From an optimization exercise on the open Yosys and OpenROAD flow, aimed at small area, a short achievable clock period and few clock cycles; shortcuts taken in it are not production practice.
Only simulation tests tie the RTL to the original design; equivalence was not proved.
No driver is modelled on the clock port, so clocking that relies on it looks cheaper here than on a real chip.
Power is estimated from default activity; no workload was simulated.

$ cat design/flow/flow/run.sh
#!/bin/bash
# ORFS layout via the standard.sh, in stages:
#  - port buffers from sky130_fd_sc_hd__buf_1 instead of the default cell;
#  - synthesis, floorplan and placement with the default setup margin;
#  - CTS and global routing with timing repair aiming for the setup margin in
#    flow/margin.txt, followed by a power (area) recovery pass after CTS
#    (flow/post_cts.tcl).
# Each make invocation logs to its own file here; ORFS keeps per-step logs
# under orfs/logs.
set -euo pipefail
export BUFFER_PORTS_ARGS="-buffer_cell sky130_fd_sc_hd__buf_1"
bash standard.sh synth > make_synth.log 2>&1
bash standard.sh floorplan > make_floorplan.log 2>&1
bash standard.sh place > make_place.log 2>&1
export SETUP_SLACK_MARGIN=$(cat flow/margin.txt)
export POST_CTS_TCL=$PWD/flow/post_cts.tcl
bash standard.sh > make_finish.log 2>&1
$ cat design/flow/flow/margin.txt
6.5
$ cat design/flow/design.v
`timescale 1ns/1ps
module cc1_codec (
    input  wire        clk,
    input  wire        rst,           
    input  wire        cmd_valid,
    input  wire [31:0] cmd,
    output wire        ready,
    input  wire [7:0]  buf_we,
    input  wire [63:0] buf_wdata,
    input  wire [8:0]  arg_we,
    input  wire [71:0] arg_wdata,
    output wire [63:0] buf_q,
    output wire [71:0] arg_q,
    output wire [71:0] out_q,
    output wire [7:0]  res,
    output wire [7:0]  status
);
    localparam [7:0] TYPE_A = 8'h21, TYPE_P = 8'h3F, TYPE_R = 8'h2A;
    reg [7:0] buf_r [0:7];            
    reg [7:0] arg_r [0:8];
    reg [7:0] out0, out1, out2;       
    reg [5:0] out3;                   
    reg       out4, out5, out6;       
    reg [7:0] res_r;
    reg       ill_r;
    reg [7:0] a_hc1, a_hc2;
    reg [7:0] p_hc1, p_hc2;
    reg [6:0] p_rp1;                  
    reg [1:0] p_lc;
    reg [3:0] p_lt;
    reg [1:0] p_lf;
    reg [7:0] r_hc1, r_hc2;
    reg [5:0] r_rh1;                  
    reg [7:0] r_tp1, r_tr1;           
    reg [5:0] r_al;
    reg       r_s, r_w, r_sy;
    assign ready = 1'b1;
    genvar gi;
    generate
        for (gi = 0; gi < 8; gi = gi + 1) begin : g_bufq
            assign buf_q[8*gi +: 8] = buf_r[gi];
        end
        for (gi = 0; gi < 9; gi = gi + 1) begin : g_argq
            assign arg_q[8*gi +: 8] = arg_r[gi];
        end
    endgenerate
    assign out_q  = {8'd0, 8'd0, 7'd0, out6, 7'd0, out5, 7'd0, out4,
                     2'd0, out3, out2, out1, out0};
    assign res    = res_r;
    assign status = {7'd0, ill_r};
    wire [7:0] op     = cmd[7:0];
    wire [7:0] len    = cmd[15:8];
    wire       ck     = cmd[16];
    wire       nb     = cmd[17];
    wire       rsv_ok = (cmd[31:18] == 14'd0);
    wire [3:0] cls    = op[7:4];
    wire [1:0] v      = op[1:0];
    wire       var_ok = (op[3:2] == 2'd0) && (v != 2'd3);
    wire is_crc   = rsv_ok && (op == 8'h01);
    wire is_make  = rsv_ok && (cls == 4'h1) && var_ok;
    wire is_enc   = rsv_ok && (cls == 4'h2) && var_ok;
    wire is_dec   = rsv_ok && (cls == 4'h3) && var_ok;
    wire is_valid = rsv_ok && (cls == 4'h4) && var_ok;
    wire is_gethc = rsv_ok && (cls == 4'h5) && var_ok;
    wire is_getf  = rsv_ok && (cls == 4'h6) && (op[3:2] == 2'd0) && (v != 2'd0) && (v != 2'd3);
    wire is_legal = is_crc | is_make | is_enc | is_dec | is_valid | is_gethc | is_getf;
    wire len7_ok = !nb && (len >= 8'd7);
    wire len8_ok = !nb && (len >= 8'd8);
    wire vA = (v == 2'd0);
    wire vP = (v == 2'd1);
    wire vR = v[1];
    wire [6:0] mk_rp1 = (arg_r[2] > 8'd100) ? 7'd101 : arg_r[2][6:0] + 7'd1;
    wire [1:0] mk_lc  = arg_r[3][1:0];
    wire [3:0] mk_lt  = (arg_r[4] < 8'd1) ? 4'd1 : (arg_r[4] > 8'd15) ? 4'd15 : arg_r[4][3:0];
    wire [1:0] mk_lf  = (arg_r[5] < 8'd1) ? 2'd1 : (arg_r[5] > 8'd3)  ? 2'd3  : arg_r[5][1:0];
    wire [5:0] mk_rh1 = (arg_r[2] > 8'd50)  ? 6'd51  : arg_r[2][5:0] + 6'd1;
    wire [7:0] mk_tp1 = (arg_r[3] > 8'd199) ? 8'd200 : arg_r[3] + 8'd1;
    wire [7:0] mk_tr1 = (arg_r[4] > 8'd199) ? 8'd200 : arg_r[4] + 8'd1;
    wire [5:0] mk_al  = (arg_r[5] < 8'd1) ? 6'd1 : (arg_r[5] > 8'd62) ? 6'd62 : arg_r[5][5:0];
    wire       mk_s   = (arg_r[6] != 8'd0);
    wire       mk_w   = (arg_r[7] != 8'd0);
    wire       mk_sy  = (arg_r[8] != 8'd0);
    wire       mk_valid = (arg_r[0] != 8'hFF) && (arg_r[1] != 8'hFF);
    wire [7:0] pe3 = {1'b0, p_rp1};
    wire [7:0] pe4 = {p_lf, p_lt, p_lc};
    wire [7:0] re3 = {r_w, r_s, r_rh1};
    wire [7:0] re4 = r_tp1;
    wire [7:0] re5 = r_tr1;
    wire [7:0] re6 = {r_sy, r_al, 1'b0};
    reg [7:0] enc_p [0:6];
    always @(*) begin
        case (v)
            2'd0: begin
                enc_p[0] = TYPE_A; enc_p[1] = a_hc1; enc_p[2] = a_hc2;
                enc_p[3] = 8'h01;  enc_p[4] = 8'h01; enc_p[5] = 8'h01; enc_p[6] = 8'h01;
            end
            2'd1: begin
                enc_p[0] = TYPE_P; enc_p[1] = p_hc1; enc_p[2] = p_hc2;
                enc_p[3] = pe3;    enc_p[4] = pe4;   enc_p[5] = 8'h01; enc_p[6] = 8'h01;
            end
            default: begin
                enc_p[0] = TYPE_R; enc_p[1] = r_hc1; enc_p[2] = r_hc2;
                enc_p[3] = re3;    enc_p[4] = re4;   enc_p[5] = re5;   enc_p[6] = re6;
            end
        endcase
    end
    wire [6:0] crc_a, crc_p, crc_r;
    wire ca_t0 = a_hc1[7] ^ a_hc2[1];
    wire ca_t1 = a_hc1[3] ^ ca_t0;
    wire ca_t2 = a_hc2[0] ^ a_hc2[7];
    wire ca_t3 = a_hc2[3] ^ ca_t1;
    wire ca_t4 = a_hc2[2] ^ a_hc2[6];
    wire ca_t5 = a_hc1[7] ^ a_hc2[0];
    wire ca_t6 = a_hc1[6] ^ a_hc2[4];
    wire ca_t7 = a_hc1[4] ^ a_hc2[5];
    wire ca_t8 = a_hc1[2] ^ a_hc1[5];
    wire ca_t9 = a_hc1[0] ^ a_hc1[1];
    wire ca_t10 = ca_t7 ^ ca_t9;
    wire ca_u11 = a_hc1[3] ^ a_hc1[4];
    wire ca_u12 = ca_t4 ^ ca_t5;
    wire ca_u13 = ca_u11 ^ ca_u12;
    assign crc_a[0] = ca_u13;   
    wire ca_u14 = a_hc1[5] ^ ca_t2;
    wire ca_u15 = ca_t4 ^ ca_u14;
    wire ca_u16 = ca_t3 ^ ca_u15;
    assign crc_a[1] = ca_u16;   
    wire ca_u17 = a_hc1[0] ^ a_hc2[6];
    wire ca_u18 = ca_t2 ^ ca_t6;
    wire ca_u19 = ca_u17 ^ ca_u18;
    wire ca_u20 = ca_t3 ^ ca_u19;
    assign crc_a[2] = ca_u20;   
    wire ca_u21 = a_hc2[2] ^ a_hc2[4];
    wire ca_u22 = ca_t0 ^ ca_t2;
    wire ca_u23 = ca_u21 ^ ca_t10;
    wire ca_u24 = ca_u22 ^ ca_u23;
    assign crc_a[3] = ca_u24;   
    wire ca_u25 = ca_t8 ^ ca_t10;
    wire ca_u26 = ca_t3 ^ ca_u25;
    assign crc_a[4] = ~ca_u26;   
    wire ca_u27 = a_hc1[1] ^ ca_t5;
    wire ca_u28 = ca_t6 ^ ca_t8;
    wire ca_u29 = ca_u27 ^ ca_u28;
    assign crc_a[5] = ca_u29;   
    wire ca_u30 = a_hc1[2] ^ a_hc1[6];
    wire ca_u31 = a_hc2[5] ^ ca_u30;
    wire ca_u32 = ca_t1 ^ ca_u31;
    assign crc_a[6] = ~ca_u32;   
    wire cp_t0 = p_hc1[7] ^ pe4[7];
    wire cp_t1 = pe3[0] ^ pe3[1];
    wire cp_t2 = p_hc2[1] ^ pe3[2];
    wire cp_t3 = p_hc1[3] ^ pe4[2];
    wire cp_t4 = cp_t0 ^ p_hc2[0];
    wire cp_t5 = cp_t3 ^ pe4[3];
    wire cp_t6 = cp_t2 ^ pe3[7];
    wire cp_t7 = cp_t1 ^ p_hc2[4];
    wire cp_t8 = cp_t4 ^ p_hc2[7];
    wire cp_t9 = pe4[4] ^ pe4[6];
    wire cp_t10 = pe4[1] ^ pe4[5];
    wire cp_t11 = pe3[5] ^ pe4[0];
    wire cp_t12 = p_hc2[6] ^ pe3[6];
    wire cp_t13 = p_hc2[5] ^ pe3[4];
    wire cp_t14 = p_hc2[2] ^ pe3[3];
    wire cp_t15 = p_hc1[6] ^ p_hc1[7];
    wire cp_t16 = p_hc1[5] ^ p_hc2[3];
    wire cp_t17 = p_hc1[1] ^ p_hc1[4];
    wire cp_t18 = cp_t9 ^ p_hc1[0];
    wire cp_t19 = cp_t15 ^ p_hc1[2];
    wire cp_t20 = cp_t6 ^ cp_t7;
    wire cp_t21 = cp_t13 ^ cp_t5;
    wire cp_t22 = cp_t20 ^ cp_t8;
    wire cp_u23 = p_hc1[4] ^ p_hc2[6];
    wire cp_u24 = pe3[2] ^ pe4[4];
    wire cp_u25 = cp_t11 ^ cp_t14;
    wire cp_u26 = cp_u23 ^ cp_u24;
    wire cp_u27 = cp_t4 ^ cp_t5;
    wire cp_u28 = cp_u25 ^ cp_u26;
    wire cp_u29 = cp_u27 ^ cp_u28;
    assign crc_p[0] = ~cp_u29;   
    wire cp_u30 = p_hc2[2] ^ pe3[0];
    wire cp_u31 = pe3[4] ^ pe3[5];
    wire cp_u32 = cp_t10 ^ cp_t12;
    wire cp_u33 = cp_t16 ^ cp_t2;
    wire cp_u34 = cp_t3 ^ cp_u30;
    wire cp_u35 = cp_u31 ^ cp_u32;
    wire cp_u36 = cp_u33 ^ cp_u34;
    wire cp_u37 = cp_t8 ^ cp_u35;
    wire cp_u38 = cp_u36 ^ cp_u37;
    assign crc_p[1] = ~cp_u38;   
    wire cp_u39 = p_hc1[3] ^ p_hc1[6];
    wire cp_u40 = p_hc2[3] ^ cp_t12;
    wire cp_u41 = cp_u39 ^ cp_t18;
    wire cp_u42 = cp_u40 ^ cp_u41;
    wire cp_u43 = cp_t22 ^ cp_u42;
    assign crc_p[2] = cp_u43;   
    wire cp_u44 = p_hc1[0] ^ p_hc2[5];
    wire cp_u45 = pe4[5] ^ cp_t14;
    wire cp_u46 = cp_t17 ^ cp_u44;
    wire cp_u47 = cp_u45 ^ cp_u46;
    wire cp_u48 = cp_u47 ^ cp_t22;
    assign crc_p[3] = cp_u48;   
    wire cp_u49 = p_hc1[2] ^ p_hc2[1];
    wire cp_u50 = cp_t0 ^ cp_t1;
    wire cp_u51 = cp_t11 ^ cp_t16;
    wire cp_u52 = cp_t17 ^ cp_u49;
    wire cp_u53 = cp_t18 ^ cp_u50;
    wire cp_u54 = cp_u51 ^ cp_u52;
    wire cp_u55 = cp_t21 ^ cp_u53;
    wire cp_u56 = cp_u54 ^ cp_u55;
    assign crc_p[4] = ~cp_u56;   
    wire cp_u57 = p_hc1[1] ^ p_hc1[5];
    wire cp_u58 = p_hc2[0] ^ pe3[3];
    wire cp_u59 = pe3[6] ^ pe4[0];
    wire cp_u60 = pe4[2] ^ cp_t10;
    wire cp_u61 = cp_u57 ^ cp_u58;
    wire cp_u62 = cp_u59 ^ cp_t19;
    wire cp_u63 = cp_t7 ^ cp_u60;
    wire cp_u64 = cp_u61 ^ cp_u62;
    wire cp_u65 = cp_u63 ^ cp_u64;
    assign crc_p[5] = cp_u65;   
    wire cp_u66 = pe3[1] ^ pe4[1];
    wire cp_u67 = pe4[6] ^ cp_u66;
    wire cp_u68 = cp_t19 ^ cp_t6;
    wire cp_u69 = cp_u67 ^ cp_t21;
    wire cp_u70 = cp_u68 ^ cp_u69;
    assign crc_p[6] = ~cp_u70;   
    wire cr_t0 = r_hc1[7] ^ re6[5];
    wire cr_t1 = re6[1] ^ re6[2];
    wire cr_t2 = re6[0] ^ re6[4];
    wire cr_t3 = re5[3] ^ re5[6];
    wire cr_t4 = re4[7] ^ re5[5];
    wire cr_t5 = re4[2] ^ re5[2];
    wire cr_t6 = re3[0] ^ re3[1];
    wire cr_t7 = r_hc2[1] ^ re3[2];
    wire cr_t8 = cr_t0 ^ r_hc1[3];
    wire cr_t9 = r_hc2[0] ^ re6[6];
    wire cr_t10 = cr_t7 ^ re3[7];
    wire cr_t11 = cr_t6 ^ re5[0];
    wire cr_t12 = cr_t5 ^ re6[3];
    wire cr_t13 = cr_t4 ^ re4[4];
    wire cr_t14 = cr_t3 ^ re5[1];
    wire cr_t15 = cr_t2 ^ re4[0];
    wire cr_t16 = cr_t1 ^ re4[5];
    wire cr_t17 = cr_t8 ^ re5[4];
    wire cr_t18 = re4[3] ^ re5[7];
    wire cr_t19 = re3[6] ^ re4[1];
    wire cr_t20 = re3[5] ^ re6[7];
    wire cr_t21 = re3[4] ^ re4[6];
    wire cr_t22 = r_hc2[6] ^ r_hc2[7];
    wire cr_t23 = r_hc2[4] ^ re3[3];
    wire cr_t24 = r_hc1[7] ^ r_hc2[0];
    wire cr_t25 = r_hc1[5] ^ r_hc2[3];
    wire cr_t26 = r_hc1[4] ^ r_hc2[5];
    wire cr_t27 = r_hc1[2] ^ r_hc1[6];
    wire cr_t28 = r_hc1[0] ^ r_hc1[1];
    wire cr_t29 = cr_t9 ^ r_hc2[2];
    wire cr_t30 = cr_t26 ^ cr_t28;
    wire cr_t31 = cr_t20 ^ cr_t25;
    wire cr_t32 = cr_t19 ^ cr_t24;
    wire cr_t33 = cr_t16 ^ cr_t32;
    wire cr_t34 = cr_t14 ^ cr_t27;
    wire cr_t35 = cr_t13 ^ cr_t15;
    wire cr_t36 = cr_t12 ^ cr_t18;
    wire cr_t37 = cr_t17 ^ cr_t36;
    wire cr_u38 = r_hc1[4] ^ r_hc2[6];
    wire cr_u39 = re3[2] ^ re3[3];
    wire cr_u40 = re3[5] ^ re5[3];
    wire cr_u41 = re6[2] ^ cr_u38;
    wire cr_u42 = cr_u39 ^ cr_u40;
    wire cr_u43 = cr_t29 ^ cr_u41;
    wire cr_u44 = cr_u42 ^ cr_t35;
    wire cr_u45 = cr_u43 ^ cr_t37;
    wire cr_u46 = cr_u44 ^ cr_u45;
    assign crc_r[0] = ~cr_u46;   
    wire cr_u47 = r_hc1[3] ^ r_hc2[2];
    wire cr_u48 = re3[0] ^ re3[4];
    wire cr_u49 = re4[7] ^ re5[6];
    wire cr_u50 = re5[7] ^ re6[0];
    wire cr_u51 = cr_t22 ^ cr_t5;
    wire cr_u52 = cr_t7 ^ cr_u47;
    wire cr_u53 = cr_u48 ^ cr_u49;
    wire cr_u54 = cr_u50 ^ cr_t31;
    wire cr_u55 = cr_u51 ^ cr_u52;
    wire cr_u56 = cr_u53 ^ cr_t33;
    wire cr_u57 = cr_u54 ^ cr_u55;
    wire cr_u58 = cr_u56 ^ cr_u57;
    assign crc_r[1] = cr_u58;   
    wire cr_u59 = r_hc1[0] ^ r_hc1[6];
    wire cr_u60 = r_hc2[3] ^ r_hc2[4];
    wire cr_u61 = re3[6] ^ re4[6];
    wire cr_u62 = re5[2] ^ re6[1];
    wire cr_u63 = cr_t2 ^ cr_t22;
    wire cr_u64 = cr_t9 ^ cr_u59;
    wire cr_u65 = cr_u60 ^ cr_u61;
    wire cr_u66 = cr_u62 ^ cr_t10;
    wire cr_u67 = cr_t11 ^ cr_t13;
    wire cr_u68 = cr_u63 ^ cr_u64;
    wire cr_u69 = cr_u65 ^ cr_t17;
    wire cr_u70 = cr_u66 ^ cr_u67;
    wire cr_u71 = cr_u68 ^ cr_u69;
    wire cr_u72 = cr_u70 ^ cr_u71;
    assign crc_r[2] = ~cr_u72;   
    wire cr_u73 = r_hc2[7] ^ re6[7];
    wire cr_u74 = cr_t0 ^ cr_t23;
    wire cr_u75 = cr_t4 ^ cr_t6;
    wire cr_u76 = cr_u73 ^ cr_t10;
    wire cr_u77 = cr_t14 ^ cr_t16;
    wire cr_u78 = cr_t29 ^ cr_t30;
    wire cr_u79 = cr_u74 ^ cr_u75;
    wire cr_u80 = cr_u76 ^ cr_u77;
    wire cr_u81 = cr_u78 ^ cr_u79;
    wire cr_u82 = cr_u80 ^ cr_u81;
    assign crc_r[3] = ~cr_u82;   
    wire cr_u83 = r_hc1[2] ^ r_hc2[1];
    wire cr_u84 = re4[2] ^ re4[3];
    wire cr_u85 = cr_t21 ^ cr_t3;
    wire cr_u86 = cr_u83 ^ cr_u84;
    wire cr_u87 = cr_t11 ^ cr_t30;
    wire cr_u88 = cr_t31 ^ cr_t8;
    wire cr_u89 = cr_u85 ^ cr_u86;
    wire cr_u90 = cr_t35 ^ cr_u87;
    wire cr_u91 = cr_u88 ^ cr_u89;
    wire cr_u92 = cr_u90 ^ cr_u91;
    assign crc_r[4] = cr_u92;   
    wire cr_u93 = r_hc1[1] ^ r_hc1[5];
    wire cr_u94 = re5[5] ^ cr_t23;
    wire cr_u95 = cr_u93 ^ cr_t11;
    wire cr_u96 = cr_t12 ^ cr_t15;
    wire cr_u97 = cr_u94 ^ cr_t33;
    wire cr_u98 = cr_t34 ^ cr_u95;
    wire cr_u99 = cr_u96 ^ cr_u97;
    wire cr_u100 = cr_u98 ^ cr_u99;
    assign crc_r[5] = cr_u100;   
    wire cr_u101 = r_hc2[5] ^ re3[1];
    wire cr_u102 = re4[1] ^ re6[4];
    wire cr_u103 = cr_t1 ^ cr_t21;
    wire cr_u104 = cr_u101 ^ cr_u102;
    wire cr_u105 = cr_t10 ^ cr_u103;
    wire cr_u106 = cr_u104 ^ cr_t34;
    wire cr_u107 = cr_u105 ^ cr_t37;
    wire cr_u108 = cr_u106 ^ cr_u107;
    assign crc_r[6] = cr_u108;   
    wire [7:0] crcv_a = (crc_a == 7'd0) ? 8'h80 : {1'b0, crc_a};
    wire [7:0] crcv_p = (crc_p == 7'd0) ? 8'h80 : {1'b0, crc_p};
    wire [7:0] crcv_r = (crc_r == 7'd0) ? 8'h80 : {1'b0, crc_r};
    wire [7:0] enc_crc = vA ? crcv_a : vP ? crcv_p : crcv_r;
    wire [7:0] cb0 = buf_r[0], cb1 = buf_r[1], cb2 = buf_r[2], cb3 = buf_r[3];
    wire [7:0] cb4 = buf_r[4], cb5 = buf_r[5], cb6 = buf_r[6];
    wire [6:0] crc_b;
    wire cb_t0 = cb0[6] ^ cb1[7];
    wire cb_t1 = cb0[2] ^ cb1[3];
    wire cb_t2 = cb_t0 ^ cb_t1;
    wire cb_t3 = cb6[4] ^ cb6[5];
    wire cb_t4 = cb6[1] ^ cb6[2];
    wire cb_t5 = cb5[5] ^ cb6[0];
    wire cb_t6 = cb5[3] ^ cb5[6];
    wire cb_t7 = cb4[2] ^ cb5[2];
    wire cb_t8 = cb3[2] ^ cb4[7];
    wire cb_t9 = cb3[0] ^ cb3[1];
    wire cb_t10 = cb2[0] ^ cb_t8;
    wire cb_t11 = cb_t2 ^ cb_t3;
    wire cb_t12 = cb2[1] ^ cb6[7];
    wire cb_t13 = cb0[5] ^ cb1[6];
    wire cb_t14 = cb0[4] ^ cb1[5];
    wire cb_t15 = cb0[3] ^ cb1[4];
    wire cb_t16 = cb0[1] ^ cb1[2];
    wire cb_t17 = cb0[0] ^ cb1[1];
    wire cb_t18 = cb_t6 ^ cb_t9;
    wire cb_t19 = cb_t4 ^ cb_t7;
    wire cb_t20 = cb5[0] ^ cb_t5;
    wire cb_t21 = cb_t17 ^ cb_t18;
    wire cb_t22 = cb6[6] ^ cb_t10;
    wire cb_t23 = cb4[1] ^ cb_t19;
    wire cb_t24 = cb5[4] ^ cb_t11;
    wire cb_t25 = cb5[7] ^ cb6[3];
    wire cb_t26 = cb4[5] ^ cb5[1];
    wire cb_t27 = cb4[4] ^ cb4[6];
    wire cb_t28 = cb4[0] ^ cb4[3];
    wire cb_t29 = cb3[4] ^ cb3[5];
    wire cb_t30 = cb2[7] ^ cb3[7];
    wire cb_t31 = cb2[6] ^ cb3[6];
    wire cb_t32 = cb2[4] ^ cb3[3];
    wire cb_t33 = cb1[0] ^ cb2[5];
    wire cb_t34 = cb_t26 ^ cb_t32;
    wire cb_t35 = cb_t15 ^ cb_t33;
    wire cb_t36 = cb_t14 ^ cb_t29;
    wire cb_t37 = cb_t13 ^ cb_t16;
    wire cb_t38 = cb2[3] ^ cb_t31;
    wire cb_t39 = cb2[2] ^ cb_t12;
    wire cb_t40 = cb_t20 ^ cb_t27;
    wire cb_t41 = cb_t0 ^ cb_t34;
    wire cb_t42 = cb_t23 ^ cb_t37;
    wire cb_t43 = cb_t22 ^ cb_t30;
    wire cb_t44 = cb_t21 ^ cb_t41;
    wire cb_t45 = cb_t24 ^ cb_t25;
    wire cb_u46 = cb2[2] ^ cb2[6];
    wire cb_u47 = cb3[3] ^ cb3[5];
    wire cb_u48 = cb4[4] ^ cb5[3];
    wire cb_u49 = cb6[2] ^ cb_t15;
    wire cb_u50 = cb_t28 ^ cb_t5;
    wire cb_u51 = cb_t7 ^ cb_u46;
    wire cb_u52 = cb_u47 ^ cb_u48;
    wire cb_u53 = cb_u49 ^ cb_u50;
    wire cb_u54 = cb_u51 ^ cb_u52;
    wire cb_u55 = cb_t22 ^ cb_u53;
    wire cb_u56 = cb_u54 ^ cb_u55;
    wire cb_u57 = cb_t45 ^ cb_u56;
    assign crc_b[0] = cb_u57;   
    wire cb_u58 = cb2[7] ^ cb3[0];
    wire cb_u59 = cb4[5] ^ cb5[6];
    wire cb_u60 = cb5[7] ^ cb6[0];
    wire cb_u61 = cb_u58 ^ cb_u59;
    wire cb_u62 = cb_u60 ^ cb_t10;
    wire cb_u63 = cb_t2 ^ cb_t36;
    wire cb_u64 = cb_t38 ^ cb_t39;
    wire cb_u65 = cb_u61 ^ cb_t23;
    wire cb_u66 = cb_u62 ^ cb_u63;
    wire cb_u67 = cb_u64 ^ cb_u65;
    wire cb_u68 = cb_u66 ^ cb_u67;
    assign crc_b[1] = cb_u68;   
    wire cb_u69 = cb1[0] ^ cb2[1];
    wire cb_u70 = cb2[4] ^ cb5[2];
    wire cb_u71 = cb6[1] ^ cb_t13;
    wire cb_u72 = cb_t9 ^ cb_u69;
    wire cb_u73 = cb_u70 ^ cb_t38;
    wire cb_u74 = cb_u71 ^ cb_u72;
    wire cb_u75 = cb_t40 ^ cb_u73;
    wire cb_u76 = cb_u74 ^ cb_t24;
    wire cb_u77 = cb_t43 ^ cb_u75;
    wire cb_u78 = cb_u76 ^ cb_u77;
    assign crc_b[2] = cb_u78;   
    wire cb_u79 = cb5[5] ^ cb6[5];
    wire cb_u80 = cb_t4 ^ cb_u79;
    wire cb_u81 = cb_t35 ^ cb_t39;
    wire cb_u82 = cb_u80 ^ cb_u81;
    wire cb_u83 = cb_t43 ^ cb_t44;
    wire cb_u84 = cb_u82 ^ cb_u83;
    assign crc_b[3] = cb_u84;   
    wire cb_u85 = cb2[3] ^ cb4[2];
    wire cb_u86 = cb4[7] ^ cb_t12;
    wire cb_u87 = cb_t16 ^ cb_t28;
    wire cb_u88 = cb_u85 ^ cb_t35;
    wire cb_u89 = cb_t36 ^ cb_u86;
    wire cb_u90 = cb_u87 ^ cb_t11;
    wire cb_u91 = cb_t21 ^ cb_t40;
    wire cb_u92 = cb_u88 ^ cb_u89;
    wire cb_u93 = cb_u90 ^ cb_u91;
    wire cb_u94 = cb_u92 ^ cb_u93;
    assign crc_b[4] = cb_u94;   
    wire cb_u95 = cb2[0] ^ cb3[6];
    wire cb_u96 = cb4[0] ^ cb6[3];
    wire cb_u97 = cb6[4] ^ cb_t14;
    wire cb_u98 = cb_u95 ^ cb_u96;
    wire cb_u99 = cb_t20 ^ cb_u97;
    wire cb_u100 = cb_u98 ^ cb_u99;
    wire cb_u101 = cb_t42 ^ cb_t44;
    wire cb_u102 = cb_u100 ^ cb_u101;
    assign crc_b[5] = cb_u102;   
    wire cb_u103 = cb2[1] ^ cb2[5];
    wire cb_u104 = cb3[1] ^ cb3[2];
    wire cb_u105 = cb3[4] ^ cb3[7];
    wire cb_u106 = cb4[3] ^ cb4[6];
    wire cb_u107 = cb5[1] ^ cb_t6;
    wire cb_u108 = cb_u103 ^ cb_u104;
    wire cb_u109 = cb_u105 ^ cb_u106;
    wire cb_u110 = cb_u107 ^ cb_u108;
    wire cb_u111 = cb_u109 ^ cb_u110;
    wire cb_u112 = cb_t42 ^ cb_u111;
    wire cb_u113 = cb_t45 ^ cb_u112;
    assign crc_b[6] = cb_u113;   
    wire [7:0] buf_crc = (crc_b == 7'd0) ? 8'h80 : {1'b0, crc_b};
    wire       b7_form = buf_r[7][7] ? (buf_r[7][6:0] == 7'd0) : (buf_r[7][6:0] != 7'd0);
    wire       crc_ok  = b7_form && ((crc_b ^ buf_r[7][6:0]) == 7'd0);
    wire [5:0] dr_rhs = buf_r[3][5:0];
    wire [5:0] dr_al  = buf_r[6][6:1];
    wire chk_a = (buf_r[0] == TYPE_A) && (buf_r[3] == 8'h01);
    wire chk_p = (buf_r[0] == TYPE_P)
              && (buf_r[3] != 8'h00) && (buf_r[3] <= 8'd101)
              && (buf_r[4][7:6] != 2'd0) && (buf_r[4][5:2] != 4'd0)
              && (buf_r[5] == 8'h01);
    wire chk_r = (buf_r[0] == TYPE_R)
              && (dr_rhs != 6'd0) && (dr_rhs <= 6'd51)
              && (buf_r[4] != 8'h00) && (buf_r[4] <= 8'd200)
              && (buf_r[5] != 8'h00) && (buf_r[5] <= 8'd200)
              && (dr_al != 6'd0) && (dr_al != 6'h3F);
    wire fr_a  = chk_a && crc_ok;
    wire fr_p  = chk_p && crc_ok;
    wire fr_r  = chk_r && crc_ok;
    wire fr_ok = vA ? fr_a : vP ? fr_p : fr_r;
    wire go       = cmd_valid;
    wire enc_ok   = go && is_enc && len7_ok && !(ck && !len8_ok);
    wire dec_go   = go && is_dec;
    wire dec_ok   = dec_go && len8_ok && fr_ok;
    wire make_go  = go && is_make;
    wire wr_a  = (make_go || dec_ok) && vA;
    wire wr_p  = (make_go || dec_ok) && vP;
    wire wr_r  = (make_go || dec_ok) && vR;
    wire hc_a  = (make_go || dec_go) && vA;
    wire hc_p  = (make_go || dec_go) && vP;
    wire hc_r  = (make_go || dec_go) && vR;
    wire [7:0] hc1_n = make_go ? arg_r[0] : dec_ok ? buf_r[1] : 8'hFF;
    wire [7:0] hc2_n = make_go ? arg_r[1] : dec_ok ? buf_r[2] : 8'hFF;
    wire [7:0] sel_hc1 = vA ? a_hc1 : vP ? p_hc1 : r_hc1;
    wire [7:0] sel_hc2 = vA ? a_hc2 : vP ? p_hc2 : r_hc2;
    wire       sel_valid = (sel_hc1 != 8'hFF) && (sel_hc2 != 8'hFF);
    reg [7:0] res_n;
    always @(*) begin
        res_n = 8'h00;
        if (is_crc)
            res_n = (len7_ok && buf_r[0] != 8'h00) ? buf_crc : 8'h00;
        else if (is_make)
            res_n = {7'd0, mk_valid};
        else if (is_enc)
            res_n = !enc_ok ? 8'h00 : ck ? 8'h08 : 8'h07;
        else if (is_dec)
            res_n = dec_ok ? 8'h08 : 8'h00;
        else if (is_valid)
            res_n = {7'd0, sel_valid};
        else if (is_gethc)
            res_n = 8'h02;
        else if (is_getf)
            res_n = vP ? 8'h04 : 8'h07;
    end
    integer i;
    always @(posedge clk) begin
        if (rst) begin
            res_r <= 8'h00;
            ill_r <= 1'b0;
            for (i = 0; i < 9; i = i + 1)
                arg_r[i] <= 8'h00;
            out0 <= 8'h00; out1 <= 8'h00; out2 <= 8'h00; out3 <= 6'd0;
            out4 <= 1'b0;  out5 <= 1'b0;  out6 <= 1'b0;
            a_hc1 <= 8'hFF; a_hc2 <= 8'hFF;
            p_hc1 <= 8'hFF; p_hc2 <= 8'hFF;
            p_rp1 <= 7'd1;  p_lc  <= 2'd0; p_lt <= 4'd1; p_lf <= 2'd1;
            r_hc1 <= 8'hFF; r_hc2 <= 8'hFF;
            r_rh1 <= 6'd1;  r_tp1 <= 8'd1; r_tr1 <= 8'd1; r_al <= 6'd1;
            r_s   <= 1'b0;  r_w   <= 1'b0; r_sy <= 1'b0;
        end else begin
            for (i = 0; i < 9; i = i + 1)
                if (arg_we[i]) arg_r[i] <= arg_wdata[8*i +: 8];
            if (go) begin
                res_r <= res_n;
                if (!is_legal) ill_r <= 1'b1;
            end
            if (hc_a) begin a_hc1 <= hc1_n; a_hc2 <= hc2_n; end
            if (hc_p) begin p_hc1 <= hc1_n; p_hc2 <= hc2_n; end
            if (hc_r) begin r_hc1 <= hc1_n; r_hc2 <= hc2_n; end
            if (wr_p) begin
                p_rp1 <= make_go ? mk_rp1 : buf_r[3][6:0];
                p_lc  <= make_go ? mk_lc  : buf_r[4][1:0];
                p_lt  <= make_go ? mk_lt  : buf_r[4][5:2];
                p_lf  <= make_go ? mk_lf  : buf_r[4][7:6];
            end
            if (wr_r) begin
                r_rh1 <= make_go ? mk_rh1 : dr_rhs;
                r_tp1 <= make_go ? mk_tp1 : buf_r[4];
                r_tr1 <= make_go ? mk_tr1 : buf_r[5];
                r_al  <= make_go ? mk_al  : dr_al;
                r_s   <= make_go ? mk_s   : buf_r[3][6];
                r_w   <= make_go ? mk_w   : buf_r[3][7];
                r_sy  <= make_go ? mk_sy  : buf_r[6][7];
            end
            if (go && is_gethc) begin
                out0 <= sel_hc1;
                out1 <= sel_hc2;
            end
            if (go && is_getf) begin
                if (vP) begin
                    out0 <= {1'b0, p_rp1 - 7'd1};
                    out1 <= {6'd0, p_lc};
                    out2 <= {4'd0, p_lt};
                    out3 <= {4'd0, p_lf};
                end else begin
                    out0 <= {2'd0, r_rh1 - 6'd1};
                    out1 <= r_tp1 - 8'd1;
                    out2 <= r_tr1 - 8'd1;
                    out3 <= r_al;
                    out4 <= r_s;
                    out5 <= r_w;
                    out6 <= r_sy;
                end
            end
        end
    end
    always @(posedge clk) begin
        if (!rst) begin
            for (i = 0; i < 7; i = i + 1)
                if (buf_we[i]) buf_r[i] <= buf_wdata[8*i +: 8];
                else if (enc_ok) buf_r[i] <= enc_p[i];
            if (buf_we[7]) buf_r[7] <= buf_wdata[63:56];
            else if (enc_ok && ck) buf_r[7] <= enc_crc;
        end
    end
endmodule
$ cat design/flow/config.mk
export PLATFORM = sky130hd
export DESIGN_NAME = cc1_codec
export DESIGN_NICKNAME = cc1_codec
export VERILOG_FILES = /design/flow/design.v
export SDC_FILE = /design/flow/constraint.sdc
export NUM_CORES = 4
export LEC_CHECK = 0
export CAP_MARGIN = 20
export CORE_MARGIN = 2
export CORE_UTILIZATION = 40
export PLACE_DENSITY = 0.6
export SLEW_MARGIN = 20
export TNS_END_PERCENT = 5
$ cat design/flow/constraint.sdc
create_clock -name core_clock -period 10.0 [get_ports {clk}]
set_input_delay 2.0000 -clock core_clock [delete_from_list [all_inputs] [get_ports {clk}]]
set_output_delay 2.0000 -clock core_clock [all_outputs]
set_load 0.01 [all_outputs]
$ cat design/flow/standard.sh
#!/bin/bash
# synth_recipe.tcl (not shown) runs the flow's synth.tcl, then flattens the netlist and writes it again
# the make line also repeats each setting of config.mk as NAME=value (left out here)
make -C /OpenROAD-flow-scripts/flow DESIGN_CONFIG=/design/flow/config.mk WORK_HOME=/design/flow/orfs CLKGATE_MAP_FILE= SYNTH_SCRIPT=/design/flow/synth_recipe.tcl "${@:-finish}"
$ cat design/flow/flow/post_cts.tcl
# Area recovery after CTS timing repair: downsize cells off the critical
# paths while keeping the setup margin that the repair aimed for.
estimate_parasitics -placement
repair_timing -recover_power 100 -setup_margin $::env(SETUP_SLACK_MARGIN) -verbose
detailed_placement
check_placement -verbose
report_design_area
==> flow_metrics.py, run 1 <==
metrics = {
    "setup_path": {
        "end_kind": "flip-flop",
        "cp.arrival_ns": 4.46,
        "r2r-end": "r_al[1]",
        "worst_r2r_startpoint": "buf_r[6][1]",
        "crit_chain": "buf_1 > nor4_1 > nand2_2 > nor4b_4 > buf_4 > nand4_1 > a211oi_2 > and4_4 > a21oi_4 > or4_1 > a21oi_1",
        "cp_slowest_stage_delay_ns": 0.49,
        "worst-r2r-cell-count": 12,
        "path_max_fanout": 8,
        "slowest_stage": "or4_1",
        "cp-endpoint": "r_al[1]",
        "path_class": "in2reg",
        "crit_start": "cmd[26]",
        "rrSetupSlack_ns": 6.07,
        "cp.required_ns": 10.47,
        "cp-start-kind": "input pin",
    },
    "routing": {
        "ant_nets": 0,
        "totalWireLength_um": 66000,
        "viasPerCell": 5.61,
        "wl_per_cell_um": 23.2,
        "drtIter0Drc": 1505,
        "drcViolationCount": 0,
        "drt-pass1-iter-count": 6,
        "via_count": 16000,
    },
    "synth": {
        "ys_types": 64,
        "synth-simple-area-share_pct": 16.5,
        "synth_seq_cells": 272,
        "yosys.area.top_type_share_pct": 24.8,
        "synth_warnings": 4,
        "synth-compound-area-share_pct": 13.5,
        "synth-xor-area-share_pct": 19.6,
        "synth-main-ff-cell": "dfxtp_1",
        "synth_edf_count": 64,
        "synth.area.top_cells": "dfxtp_1 (25%), xnor2_1 (12%), edfxtp_1 (11%)",
        "muxShareOfSynthArea_pct": 6.51,
        "synth_cells": 1949,
        "synth-seq-area-share_pct": 36.3,
        "syn_area_per_cell_um2": 8.60,
        "synth_top_family_by_area": "XOR/XNOR gates",
        "synthTopCellsByCount": "nor2_1 (255), xnor2_1 (234), dfxtp_1 (208)",
        "async_flop_share_pct": 0,
        "synth_fa_ha_area_share_pct": 1.49,
        "yosysMostFrequentCell": "nor2_1",
        "synth_area_leader_cell": "dfxtp_1",
        "syn_area_mm2": 0.0168,
    },
    "cts": {
        "cts_tree": "built",
        "clock_sinks": 272,
        "clk_pin_slew_ns": 0.05,
        "insertion_delay_ns": 0.56,
    },
    "sta": {
        "setup_viol": 0,
        "tightestPinTransition_ns": 1.08,
        "setup_tns_ns": 0,
        "finClkSkew_ns": 0.0224,
        "fin_crit_ns": 3.99,
        "rsz0062_at_grt": "true",
        "hold_viol_final": 0,
        "final.period_utilization_pct": 39.9,
        "drv_slew": 0,
        "slew-limit-headroom_pct": 27.8,
        "max_freq_mhz": 251,
    },
    "floorplan": {
        "rows": 75,
        "die_x_um": 209,
        "placeableCoreArea_mm2": 0.0417,
        "die_h_um": 209,
        "io_pins": 413,
        "start_util_pct": 40.3,
        "dieArea_mm2": 0.0436,
    },
    "cells_and_area": {
        "final_area_mm2": 0.0203,
        "multi_input_area_mm2": 0.0102,
        "drive_gt1_share_pct": 7.66,
        "finalNetCount": 2494,
        "fill_cells": 4104,
        "synthToLayoutAreaGrowth_pct": 21.2,
        "num_antenna_cells": 0,
        "fin_util_pct": 48.8,
        "finalNonFillerCells": 2849,
        "seq_area_mm2": 0.00609,
    },
    "place": {
        "dp_hpwl_um": 48600,
        "port_buffers": 365,
        "place_congestion": 0.998,
        "placed_cells": 2732,
        "postPlaceCellArea_mm2": 0.0182,
    },
    "global_route": {
        "overflow": 0,
        "antenna_found_initial": 0,
        "grtUsageTotal_pct": 29.1,
        "gr-usage-met1_pct": 37.9,
        "grt_pass1_vias": 15200,
        "met2_usage_pct": 46.0,
        "grt_max_degree": 67,
        "grt.met3_usage_pct": 6.82,
        "grt.busiest_layer": "met2",
        "grt_pass1_wl_um": 95100,
    },
    "status": {
        "outcome": "no timing/DRC/antenna violations",
    },
    "flow_run": {
        "cap_viol_max_count": 0,
    },
    "power_and_ir_drop": {
        "peakVddDrop_uv": 140,
        "leakagePower_nw": 7.56,
        "powerDensity_mw_per_mm2": 155,
        "p_total_w": 0.00316,
    },
    "hold_path": {
        "min_path_cells": 2,
        "hp-class": "reg2reg",
    },
}
## power breakdown
| part | internal [W] | leakage [nW] | switching [W] | total [W] |
|---|---|---|---|---|
| logic | 0.000306 | 4.73 | 0.000378 | 0.000684 |
| clock network | 0.000738 | 0.553 | 0.000505 | 0.00124 |
| registers | 0.00116 | 2.28 | 0.0000663 | 0.00123 |
| total | 0.00221 | 7.56 | 0.000949 | 0.00316 |
## how the worst min path moves through the flow
| stage | startpoint | end | slack (ns) |
|---|---|---|---|
| after global routing | out2[0] | out2[0] | 0.47 |
| after floorplan | out5 | out5 | 0.43 |
| after detailed placement | out2[0] | out2[0] | 0.45 |
| final | out6 | out6 | 0.45 |
| after global placement | out2[0] | out2[0] | 0.44 |
## layer usage
layer  share of wire (%)  routed length (um)
met3                  10                6800
met5                   0                   0
met2                  44               29200
met1                  40               26700
met4                 4.9                3240
## state kept, by name, summed over array words and instances (netlist names), 2 cells and up
name and cells:
arg_r 72, buf_r 64, a_hc1 8, a_hc2 8, out0 8, out1 8, out2 8, p_hc1 8
p_hc2 8, r_hc1 8, r_hc2 8, r_tp1 8, r_tr1 8, res_r 8, p_rp1 7, out3 6
r_al 6, r_rh1 6, p_lt 4, p_lc 2, p_lf 2
## kinds of logic after synthesis
logic type | count (synthesis)
AND/OR/NAND/NOR | 616
AO/OA/AOI/OAI | 382
XOR/XNOR | 333
flip-flops | 272
buffers and inverters | 215
multiplexers | 109
adder cells (fa/ha/maj) | 20
other | 2
## metrics by stage
step	hold slack, ns	setup slack (ns)
final	0.451	6.01
after global routing	0.469	5.88
after detailed placement	0.447	4.28
after global placement	0.440	4.43
after floorplan	0.432	5.55
## layout by cell type, fill, tap and decap left out, drive strengths merged, types with 32 or more instances in the layout
cell type | synthesis | final
nand2 | 157 | 157
xor2 | 73 | 73
inv | 37 | 38
conb | 2 | 47
buf | 79 | 404
xnor2 | 234 | 234
a21oi | 155 | 158
nor3 | 32 | 32
edfxtp | 64 | 64
nand3 | 55 | 55
clkbuf | 99 | 73
mux2i | 108 | 108
o21ai | 116 | 116
dfxtp | 208 | 208
nor2 | 257 | 257
## critical path, delay by kind of cell
kind | cells | cell delay (ns)
compound gates | 3 | 0.47
buf+inv | 2 | 0.25
simple gates | 6 | 1.74
## layout make-up
class | count | area share, %
well taps | 539 | 3.32
flip-flops and latches | 272 | 29.9
repair buffers | 429 | 10.5
clock buffers | 51 | 5.05
clock inverters | 9 | 0.486
inverters | 37 | 0.683
multi-input cells | 1512 | 50.0
Testbench counts, summed over its fixed seeds: cycles 27,999.
==> run 2, diff against run 1 <==
--- a/design/flow/config.mk
+++ b/design/flow/config.mk
@@ -12,2 +12 @@
 export SLEW_MARGIN = 20
-export TNS_END_PERCENT = 5
==> run 2 against run 1 <==
  * Fmax is 0.22% higher
  * Cell area is 3.2% higher
  * Sequential share of layout area is 0.93 points lower
  * Largest cell class unchanged
  * Largest power group unchanged
==> flow_metrics.py, run 2 <==
metrics = {
    "status": {
        "outcome": "no timing/DRC/antenna violations",
    },
    "routing": {
        "drtIter0Drc": 1573,
        "wl_per_cell_um": 23.7,
        "drt-pass1-iter-count": 6,
        "drcViolationCount": 0,
        "viasPerCell": 5.68,
        "ant_nets": 0,
        "totalWireLength_um": 68200,
        "via_count": 16400,
    },
    "floorplan": {
        "die_h_um": 209,
        "placeableCoreArea_mm2": 0.0417,
        "rows": 75,
        "start_util_pct": 40.3,
        "die_x_um": 209,
        "io_pins": 413,
        "dieArea_mm2": 0.0436,
    },
    "synth": {
        "synth-seq-area-share_pct": 36.3,
        "synth_edf_count": 64,
        "synth_area_leader_cell": "dfxtp_1",
        "async_flop_share_pct": 0,
        "synth_seq_cells": 272,
        "synth.area.top_cells": "dfxtp_1 (25%), xnor2_1 (12%), edfxtp_1 (11%)",
        "syn_area_per_cell_um2": 8.60,
        "synthTopCellsByCount": "nor2_1 (255), xnor2_1 (234), dfxtp_1 (208)",
        "syn_area_mm2": 0.0168,
        "yosysMostFrequentCell": "nor2_1",
        "yosys.area.top_type_share_pct": 24.8,
        "ys_types": 64,
        "synth_cells": 1949,
        "synth-main-ff-cell": "dfxtp_1",
        "synth_warnings": 4,
    },
    "global_route": {
        "antenna_found_initial": 0,
        "grt_pass1_wl_um": 97900,
        "grtUsageTotal_pct": 30.1,
        "grt_max_degree": 67,
        "grt_pass1_vias": 15500,
        "overflow": 0,
    },
    "setup_path": {
        "end_kind": "flip-flop",
        "path_max_fanout": 13,
        "cp.required_ns": 10.49,
        "cp.arrival_ns": 4.47,
        "cp-start-kind": "input pin",
        "path_class": "in2reg",
    },
    "sta": {
        "setup_ws_ns": 6.02,
        "slew-limit-headroom_pct": 29.1,
        "hold_viol_final": 0,
        "finClkSkew_ns": 0.0274,
        "setup_tns_ns": 0,
        "rsz0062_at_grt": "true",
        "setup_viol": 0,
        "fin_crit_ns": 3.98,
        "drv_slew": 0,
        "max_freq_mhz": 251,
        "tightestPinTransition_ns": 1.05,
        "final.period_utilization_pct": 39.8,
    },
    "power_and_ir_drop": {
        "p_clk_share_pct": 39.2,
        "pwr-share-comb_pct": 22.1,
        "powerDensity_mw_per_mm2": 151,
        "peakVddDrop_uv": 141,
        "leakagePower_nw": 7.81,
        "seq_power_share_pct": 38.7,
        "intPower_w": 0.00221,
        "power_switching_w": 0.000963,
        "swShare_pct": 30.3,
    },
    "cts": {
        "cts_tree": "built",
        "insertion_delay_ns": 0.56,
        "clock_sinks": 272,
        "clk_pin_slew_ns": 0.06,
    },
    "flow_run": {
        "cap_viol_max_count": 0,
    },
    "cells_and_area": {
        "num_antenna_cells": 0,
        "drive_gt1_share_pct": 10.4,
        "top_register": "arg_r",
        "largest_register_ffs": 72,
        "fill_cells": 4040,
        "final_cell_mix": "buf_1 (352), nor2_1 (241), xnor2_1 (232), dfxtp_1 (208), nand2_1 (152)",
        "finalNetCount": 2528,
        "synthToLayoutAreaGrowth_pct": 25.1,
        "top_regs": "arg_r x72, buf_r x64",
        "final_common_cell": "buf_1",
    },
    "place": {
        "place_ws_ns": 4.28,
        "dp_hpwl_um": 48600,
        "port_buffers": 365,
        "place_congestion": 0.998,
    },
    "hold_path": {
        "hp-class": "reg2reg",
    },
}
run 2: cell counts after synthesis:
Identical to the previous run, type by type.
run 2: final cells by class:
type | count | area (um2) | share of cell area (%)
tap | 539 | 674 | 3.22
timing repair buffer | 460 | 2570 | 12.3
inverter | 37 | 139 | 0.662
clock buffer | 51 | 1030 | 4.89
sequential | 272 | 6090 | 29.0
clock inverter | 9 | 98.8 | 0.471
multi-input combinational | 1515 | 10400 | 49.5
run 2: logic make-up after synthesis:
logic type / count (synthesis) / share of synthesized area, %
simple gates: 616 / 16.5
compound gates: 382 / 13.5
xor+xnor: 333 / 19.6
flops: 272 / 36.3
buf+inv: 215 / 6.08
mux: 109 / 6.51
fa+ha+maj: 20 / 1.49
other cells: 2 / 0.0448
run 2: power groups by stage:
stage | Combinational, W | Clock, W | Sequential (W)
6_report | 0.000701 | 0.00125 | 0.00123
5_1_grt | 0.000752 | 0.00131 | 0.00123
3_5_place_dp | 0.000609 | 0 | 0.00125
3_3_place_gp | 0.000610 | 0 | 0.00125
2_1_floorplan | 0.000454 | 0 | 0.00123
run 2: worst paths after layout:
path          startpoint       end  slack (ns)  cells after the start
max reg2reg  buf_r[3][1]  r_rh1[4]        6.06                     13
min reg2reg         out6      out6        0.45                      2
min                 out6      out6        0.45                      2
max               cmd[1]   r_al[2]        6.02                     11
run 2: metal layers:
| layer | vias to the layer above | part of all wire (%) | global-route usage, % |
|---|---|---|---|
| li1 | 7403 | - | - |
| met1 | 7779 | 40 | 39.3 |
| met2 | 996 | 44 | 47.1 |
| met3 | 189 | 10 | 6.76 |
| met4 | 0 | 5.0 | 14.3 |
| met5 | - | 0 | 0 |
run 2: metrics by stage:
step	power (W)	utilization [%]	hold slack, ns	instance area (um2)	cells
floorplan	0.00169	-	0.432	16900	1994
global placement	0.00186	43.7	0.440	18200	2732
detailed placement	0.00186	43.7	0.447	18200	2732
finish	0.00318	50.3	0.451	21000	2883
global route	0.00329	50.3	0.469	21000	2883
run 2: worst max-delay path, stage by stage:
cell	delay (ns)
clkbuf_4	0.18
buf_12	0.17
nor2b_4	0.06
nor2_1	0.11
nand4_1	0.11
or4_4	0.50
a211oi_2	0.24
and4_4	0.30
a21oi_4	0.13
or4_4	0.54
a21oi_2	0.12
==> run 3, diff against run 2 <==
--- a/design/flow/design.v
+++ b/design/flow/design.v
@@ -493,5 +493,4 @@
     wire make_go  = go && is_make;
-    wire wr_a  = (make_go || dec_ok) && vA;
-    wire wr_p  = (make_go || dec_ok) && vP;
-    wire wr_r  = (make_go || dec_ok) && vR;
+    wire wr_p  = vP && (make_go || (dec_go && len8_ok && fr_p));
+    wire wr_r  = vR && (make_go || (dec_go && len8_ok && fr_r));
     wire hc_a  = (make_go || dec_go) && vA;
@@ -503,3 +502,6 @@
     wire [7:0] sel_hc2 = vA ? a_hc2 : vP ? p_hc2 : r_hc2;
-    wire       sel_valid = (sel_hc1 != 8'hFF) && (sel_hc2 != 8'hFF);
+    wire       val_a = (a_hc1 != 8'hFF) && (a_hc2 != 8'hFF);
+    wire       val_p = (p_hc1 != 8'hFF) && (p_hc2 != 8'hFF);
+    wire       val_r = (r_hc1 != 8'hFF) && (r_hc2 != 8'hFF);
+    wire       sel_valid = vA ? val_a : vP ? val_p : val_r;
     reg [7:0] res_n;
==> run 3 against run 2 <==
  * Final cell count decreased by 0.87%
  * Combinational power shrank 3%
  * Sequential cell count unchanged
  * Utilization grew 0.73 points
  * Clock skew decreased by 0.019 ns
  * Clock power down 4%
  * Cell area rose by 2.1%
  * Critical path depth decreased by 4
  * First-iteration DRC count increased by 9.5%
  * Non-clock buffer count down 9
  * Highest routed layer unchanged
==> flow_metrics.py, run 3 <==
metrics = {
    "sta": {
        "hold_viol_final": 0,
        "hold_ws_ns": 0.456,
        "drv_slew": 0,
        "setup_ws_ns": 5.79,
        "slew-limit-headroom_pct": 42.5,
        "fin_crit_ns": 4.21,
        "final.period_utilization_pct": 42.1,
        "tightestPinTransition_ns": 0.852,
        "max_freq_mhz": 238,
        "setup_viol": 0,
        "rsz0062_at_grt": "true",
        "finClkSkew_ns": 0.00851,
        "setup_tns_ns": 0,
    },
    "cells_and_area": {
        "finalNetCount": 2506,
        "drive_gt1_share_pct": 12.1,
        "synthToLayoutAreaGrowth_pct": 26.0,
        "multi_input_area_mm2": 0.0111,
        "largest_register_ffs": 72,
        "final_area_mm2": 0.0214,
        "fill_cells": 3970,
        "num_antenna_cells": 0,
        "top_regs": "arg_r x72, buf_r x64",
        "seq_area_mm2": 0.00609,
        "final_cell_mix": "buf_1 (358), xnor2_1 (243), dfxtp_1 (208), nor2_1 (187), nand2_1 (141)",
        "final_common_cell": "buf_1",
        "top_register": "arg_r",
    },
    "hold_path": {
        "min_from": "out2[1]",
        "hp-class": "reg2reg",
    },
    "place": {
        "port_buffers": 365,
        "place_ws_ns": 4.76,
        "dp_hpwl_um": 49700,
        "place_congestion": 0.966,
        "postPlaceCellArea_mm2": 0.0185,
    },
    "global_route": {
        "antenna_found_initial": 0,
        "grt_pass1_wl_um": 97100,
        "overflow": 0,
        "grt_pass1_vias": 15100,
        "grt_max_degree": 79,
        "grtUsageTotal_pct": 29.2,
    },
    "status": {
        "outcome": "no timing/DRC/antenna violations",
    },
    "setup_path": {
        "cp.required_ns": 10.47,
        "cp-start-kind": "input pin",
        "worst_r2r_startpoint": "buf_r[3][7]",
        "end_kind": "flip-flop",
        "crit_start": "cmd[4]",
        "path_class": "in2reg",
        "path_max_fanout": 20,
        "cp.arrival_ns": 4.68,
    },
    "synth": {
        "synth_area_leader_cell": "dfxtp_1",
        "synth_seq_cells": 272,
        "synth_edf_count": 64,
        "synth_warnings": 4,
        "yosys.area.top_type_share_pct": 24.5,
        "ys_types": 73,
        "yosysMostFrequentCell": "xnor2_1",
        "syn_area_mm2": 0.0170,
        "async_flop_share_pct": 0,
        "synth_cells": 1938,
        "synthTopCellsByCount": "xnor2_1 (246), nor2_1 (209), dfxtp_1 (208)",
        "synth-seq-area-share_pct": 35.8,
        "syn_area_per_cell_um2": 8.77,
        "synth-main-ff-cell": "dfxtp_1",
        "synth.area.top_cells": "dfxtp_1 (24%), xnor2_1 (13%), edfxtp_1 (11%)",
    },
    "flow_run": {
        "cap_viol_max_count": 0,
    },
    "floorplan": {
        "die_x_um": 210,
        "die_h_um": 210,
        "placeableCoreArea_mm2": 0.0419,
        "rows": 75,
        "start_util_pct": 40.5,
        "dieArea_mm2": 0.0442,
        "io_pins": 413,
    },
    "power_and_ir_drop": {
        "swShare_pct": 30.8,
        "leakagePower_nw": 7.94,
        "intPower_w": 0.00215,
        "peakVddDrop_uv": 125,
        "p_clk_share_pct": 38.7,
        "power_switching_w": 0.000959,
        "powerDensity_mw_per_mm2": 145,
        "pwr-share-comb_pct": 22.0,
        "seq_power_share_pct": 39.3,
    },
    "routing": {
        "wl_per_cell_um": 23.6,
        "drtIter0Drc": 1722,
        "viasPerCell": 5.67,
        "drcViolationCount": 0,
        "drt-pass1-iter-count": 6,
        "via_count": 16200,
        "totalWireLength_um": 67400,
        "ant_nets": 0,
    },
    "cts": {
        "cts_tree": "built",
        "clock_sinks": 272,
        "insertion_delay_ns": 0.59,
        "clk_pin_slew_ns": 0.06,
    },
}
[run 3: power groups by stage]
| stage | Combinational, W | Clock (W) | Sequential (W) |
|---|---|---|---|
| after floorplan | 0.000421 | 0 | 0.00123 |
| after global placement | 0.000560 | 0 | 0.00125 |
| after detailed placement | 0.000569 | 0 | 0.00125 |
| after global routing | 0.000724 | 0.00125 | 0.00123 |
| final | 0.000683 | 0.00120 | 0.00122 |
[run 3: kinds of logic after synthesis]
kind of cell,after synthesis,share of synthesized area (%)
adders and majority gates,24,1.77
buffers and inverters,212,5.91
muxes,136,8.25
other,2,0.0442
DFF,272,35.8
AOI/OAI and AO/OA,377,13.4
xor gates and xnor gates,329,18.7
and+or+nand+nor,586,16.1
[run 3: through the flow]
| stage | util, % | total power (W) | instances |
|---|---|---|---|
| after floorplan | - | 0.00165 | 1983 |
| after global placement | 44.0 | 0.00180 | 2725 |
| after detailed placement | 44.0 | 0.00182 | 2725 |
| after global routing | 51.1 | 0.00320 | 2858 |
| final | 51.1 | 0.00311 | 2858 |
[run 3: layer usage]
metal / vias to the layer above / global-route usage (%) / share of wire (%)
met2: 953 / 45.8 / 44
met5: - / 0 / 0
met1: 7723 / 39.9 / 42
met3: 151 / 6.05 / 10
li1: 7385 / - / -
met4: 0 / 10.4 / 3.8
[run 3: worst paths after layout]
check,to,slack (ns),cells after the start
worst max-delay path,r_tp1[7],5.79,7
worst min-delay path,out2[1],0.46,2
worst min register to register,out2[1],0.46,2
worst max register to register,r_tp1[7],6.06,9
[run 3: area by class of cell]
class	instances	area share (%)
Clock buffer	42	4.05
Clock inverter	16	0.934
Inverter	35	0.631
Multi-Input combinational cell	1503	51.9
Sequential cell	272	28.4
Tap cell	539	3.15
Timing Repair Buffer	451	10.9
[run 3: worst max-delay path, stage by stage]
cell	delay, ns
buf_1	0.39
nor2b_1	0.76
and4b_4	0.60
nand2_1	0.10
o41a_1	0.25
buf_6	0.24
mux2_1	0.32
Testbench counts of run 3, summed over its fixed seeds: cycles 27,999.
==> run 4, diff against run 3 <==
==> design/flow/flow/run.sh (replaced) <==
#!/bin/bash
# ORFS layout via the standard.sh, in stages:
#  - port buffers from sky130_fd_sc_hd__buf_1 instead of the default cell;
#  - synthesis, floorplan and placement with the default setup margin;
set -euo pipefail
export BUFFER_PORTS_ARGS="-buffer_cell sky130_fd_sc_hd__buf_1"
bash standard.sh synth > make_synth.log 2>&1
bash standard.sh floorplan > make_floorplan.log 2>&1
bash standard.sh place > make_place.log 2>&1
export SETUP_SLACK_MARGIN=$(cat flow/margin.txt)
bash standard.sh > make_finish.log 2>&1
--- a/design/flow/config.mk
+++ b/design/flow/config.mk
@@ -9,4 +9,5 @@
 export CORE_MARGIN = 2
-export CORE_UTILIZATION = 40
-export PLACE_DENSITY = 0.6
+export CORE_UTILIZATION = 50
+export PLACE_DENSITY = 0.7
 export SLEW_MARGIN = 20
+export TNS_END_PERCENT = 0
removed: design/flow/flow/post_cts.tcl
==> run 4 against run 3 <==
  * Still clean on timing, DRC and antenna
  * Critical path depth up 5
  * Sequential cell count is the same
  * Cell area decreased by 6.9%
  * Combinational power down about 10%
  * Sequential share of layout area rose by 2.1 points
  * Worst setup slack improved by 0.27 ns
  * Largest power group unchanged
==> flow_metrics.py, run 4 <==
metrics = {
    "global_route": {
        "grt_pass1_wl_um": 92700,
        "grt_max_degree": 95,
        "grtUsageTotal_pct": 34.3,
        "overflow": 0,
        "antenna_found_initial": 1,
        "grt_pass1_vias": 15100,
    },
    "sta": {
        "setup_ws_ns": 6.06,
        "finClkSkew_ns": 0.0157,
        "max_freq_mhz": 254,
        "rsz0062_at_grt": "true",
        "fin_crit_ns": 3.94,
        "drv_slew": 0,
        "hold_ws_ns": 0.456,
        "tightestPinTransition_ns": 1.06,
        "hold_viol_final": 0,
        "slew-limit-headroom_pct": 28.6,
        "setup_tns_ns": 0,
        "final.period_utilization_pct": 39.4,
        "setup_viol": 0,
    },
    "place": {
        "place_ws_ns": 4.56,
        "port_buffers": 365,
        "place_congestion": 0.968,
        "dp_hpwl_um": 46900,
    },
    "synth": {
        "syn_area_per_cell_um2": 8.77,
        "synth_edf_count": 64,
        "synth-main-ff-cell": "dfxtp_1",
        "synth.area.top_cells": "dfxtp_1 (24%), xnor2_1 (13%), edfxtp_1 (11%)",
        "synthTopCellsByCount": "xnor2_1 (246), nor2_1 (209), dfxtp_1 (208)",
        "syn_area_mm2": 0.0170,
        "synth_seq_cells": 272,
        "synth_warnings": 4,
        "synth_cells": 1938,
        "synth-seq-area-share_pct": 35.8,
        "async_flop_share_pct": 0,
        "ys_types": 73,
        "synth_area_leader_cell": "dfxtp_1",
        "yosysMostFrequentCell": "xnor2_1",
        "yosys.area.top_type_share_pct": 24.5,
    },
    "floorplan": {
        "placeableCoreArea_mm2": 0.0335,
        "io_pins": 413,
        "dieArea_mm2": 0.0355,
        "start_util_pct": 50.7,
        "die_x_um": 188,
        "die_h_um": 188,
        "rows": 67,
    },
    "setup_path": {
        "rrSetupSlack_ns": 6.11,
        "cp.arrival_ns": 4.40,
        "cp.required_ns": 10.46,
        "cp-start-kind": "input pin",
        "path_class": "in2reg",
        "path_max_fanout": 15,
        "end_kind": "flip-flop",
    },
    "routing": {
        "drtIter0Drc": 1761,
        "wl_per_cell_um": 23.1,
        "viasPerCell": 5.95,
        "ant_nets": 0,
        "via_count": 16100,
        "totalWireLength_um": 62700,
        "drt-pass1-iter-count": 5,
        "drcViolationCount": 0,
    },
    "cells_and_area": {
        "fill_cells": 3040,
        "multi_input_area_mm2": 0.0103,
        "top_register": "arg_r",
        "seq_area_mm2": 0.00609,
        "drive_gt1_share_pct": 6.80,
        "synthToLayoutAreaGrowth_pct": 17.3,
        "top_regs": "arg_r x72, buf_r x64",
        "finalNetCount": 2453,
        "final_common_cell": "buf_1",
        "final_cell_mix": "buf_1 (361), xnor2_1 (244), dfxtp_1 (208), nor2_1 (199), nand2_1 (144)",
        "largest_register_ffs": 72,
    },
    "cts": {
        "cts_buffers": 30,
        "clk_pin_slew_ns": 0.06,
        "cts_tree": "built",
        "htree_levels": 1,
        "insertion_delay_ns": 0.57,
        "ctsHoldBuffers": 0,
        "clock_sinks": 272,
        "clock-root-buffer": "clkbuf_16",
        "clockBufferDepth": 3,
    },
    "power_and_ir_drop": {
        "powerDensity_mw_per_mm2": 150,
        "peakVddDrop_uv": 188,
        "p_total_w": 0.00300,
        "leakagePower_nw": 7.52,
    },
    "hold_path": {
        "hp-class": "reg2reg",
    },
    "flow_run": {
        "cap_viol_max_count": 0,
    },
    "status": {
        "outcome": "no timing/DRC/antenna violations",
    },
}
==> run 4: cell types whose count changed in the layout (fill, tap and decap cells not counted), sizes merged <==
cell / previous run / this run
and4b: 1 / 2
bufbuf: 1 / 2
diode: 0 / 1
clkinvlp: 5 / 0
nor2: 210 / 209
buf: 435 / 396
bufinv: 4 / 2
o21a: 6 / 4
clkbuf: 57 / 49
inv: 36 / 37
==> run 4: worst max-delay path: stages <==
cell,delay (ns)
buf_1,0.09
nor4_2,0.30
nand4_1,0.14
buf_6,0.16
nor4_4,0.19
and4_1,0.25
o211ai_2,0.12
buf_12,0.15
o41a_1,0.32
buf_4,0.18
buf_16,0.17
mux2_1,0.31
==> run 4: path summary, 6_finish.rpt <==
check | from | endpoint | cells after the start
worst max register to register | buf_r[3][1] | r_al[1] | 13
worst min register to register | out2[7] | out2[7] | 2
worst min-delay path | out2[7] | out2[7] | 2
worst max-delay path | cmd[28] | r_al[1] | 12
==> run 4: area by class of cell <==
| cell class | instances | area share (%) |
|---|---|---|
| Tap cell | 448 | 2.81 |
| Antenna cell | 1 | 0.0125 |
| Clock inverter | 10 | 0.533 |
| Clock buffer | 46 | 4.69 |
| Inverter | 35 | 0.659 |
| Timing Repair Buffer | 401 | 8.90 |
| Sequential cell | 272 | 30.5 |
| Multi-Input combinational cell | 1501 | 51.9 |
==> run 4: power breakdown <==
part / internal, W / switching (W) / leakage, nW
registers: 0.00116 / 0.0000600 / 2.28
clock network: 0.000695 / 0.000468 / 0.517
logic: 0.000259 / 0.000355 / 4.72
==> run 4: through the flow <==
stage / cells / util (%) / area, um2
floorplan: 1983 / - / 17200
global placement: 2634 / 54.7 / 18300
detailed placement: 2634 / 54.7 / 18300
CTS: 2711 / 59.3 / 19900
global route: 2713 / 59.5 / 19900
finish: 2714 / 59.5 / 19900
==> run 4: routing by layer <==
layer  vias to the layer above  routed length [um]  share of wire, %  global-route usage, %
met5                         -                   0                 0                      0
met4                         0                3020               4.8                   14.5
met3                       169                6620                11                   6.61
met2                      1039               27400                44                   53.1
met1                      7668               25700                41                   46.8
li1                       7261                   -                 -                      -
==> run 4: kinds of logic (layout without fill, tap and decap cells) <==
kind of cell    count (synthesis)  in the layout  share of synthesized area [%]
flops                         272            272                           35.8
mux                           136            136                           8.25
fa+ha+maj                      24             24                           1.77
other cells                     2             48                         0.0442
xor+xnor                      329            329                           18.7
compound gates                377            378                           13.4
simple gates                  586            587                           16.1
buf+inv                       212            492                           5.91
==> run 4: what timing repair did <==
action                     CTS  global route
gates resized for setup     62             5
setup endpoints to repair  212           230
buffers inserted            16             1
gates cloned                 5             0
pin swaps                    9             0

afterwards: timing with drivers on the ports:
In the flow no input, the clock included, has a driving cell. The finished layouts below were timed again as built, in two steps.
Step 1 assumes that a clkbuf_16 drives the clock port and a buf_2 every other input.
Step 2 times the ports against the registers' clock, not the clock port: input delays grow and output delays shrink by t, the midpoint of the rising clock arrivals with the driver on.
Three values: no drivers, after step 1, after step 2; two values: the first two.
| run | t (ns) | setup WS [ns] | worst register clock-pin slew, ns |
|---|---|---|---|
| run 1 | 0.601 | 6.009 / 6.039 / 5.438 | 0.06 / 0.06 |
| run 2 | 0.603 | 6.018 / 6.049 / 5.446 | 0.06 / 0.06 |
| run 3 | 0.641 | 5.790 / 5.812 / 5.172 | 0.06 / 0.06 |
| run 4 | 0.619 | 6.059 / 6.089 / 5.470 | 0.07 / 0.07 |
After both steps setup and hold are still met in every run listed. The setup slack of run 3, which loses most, moves by +0.022 ns with the drivers and by -0.618 ns with both steps.
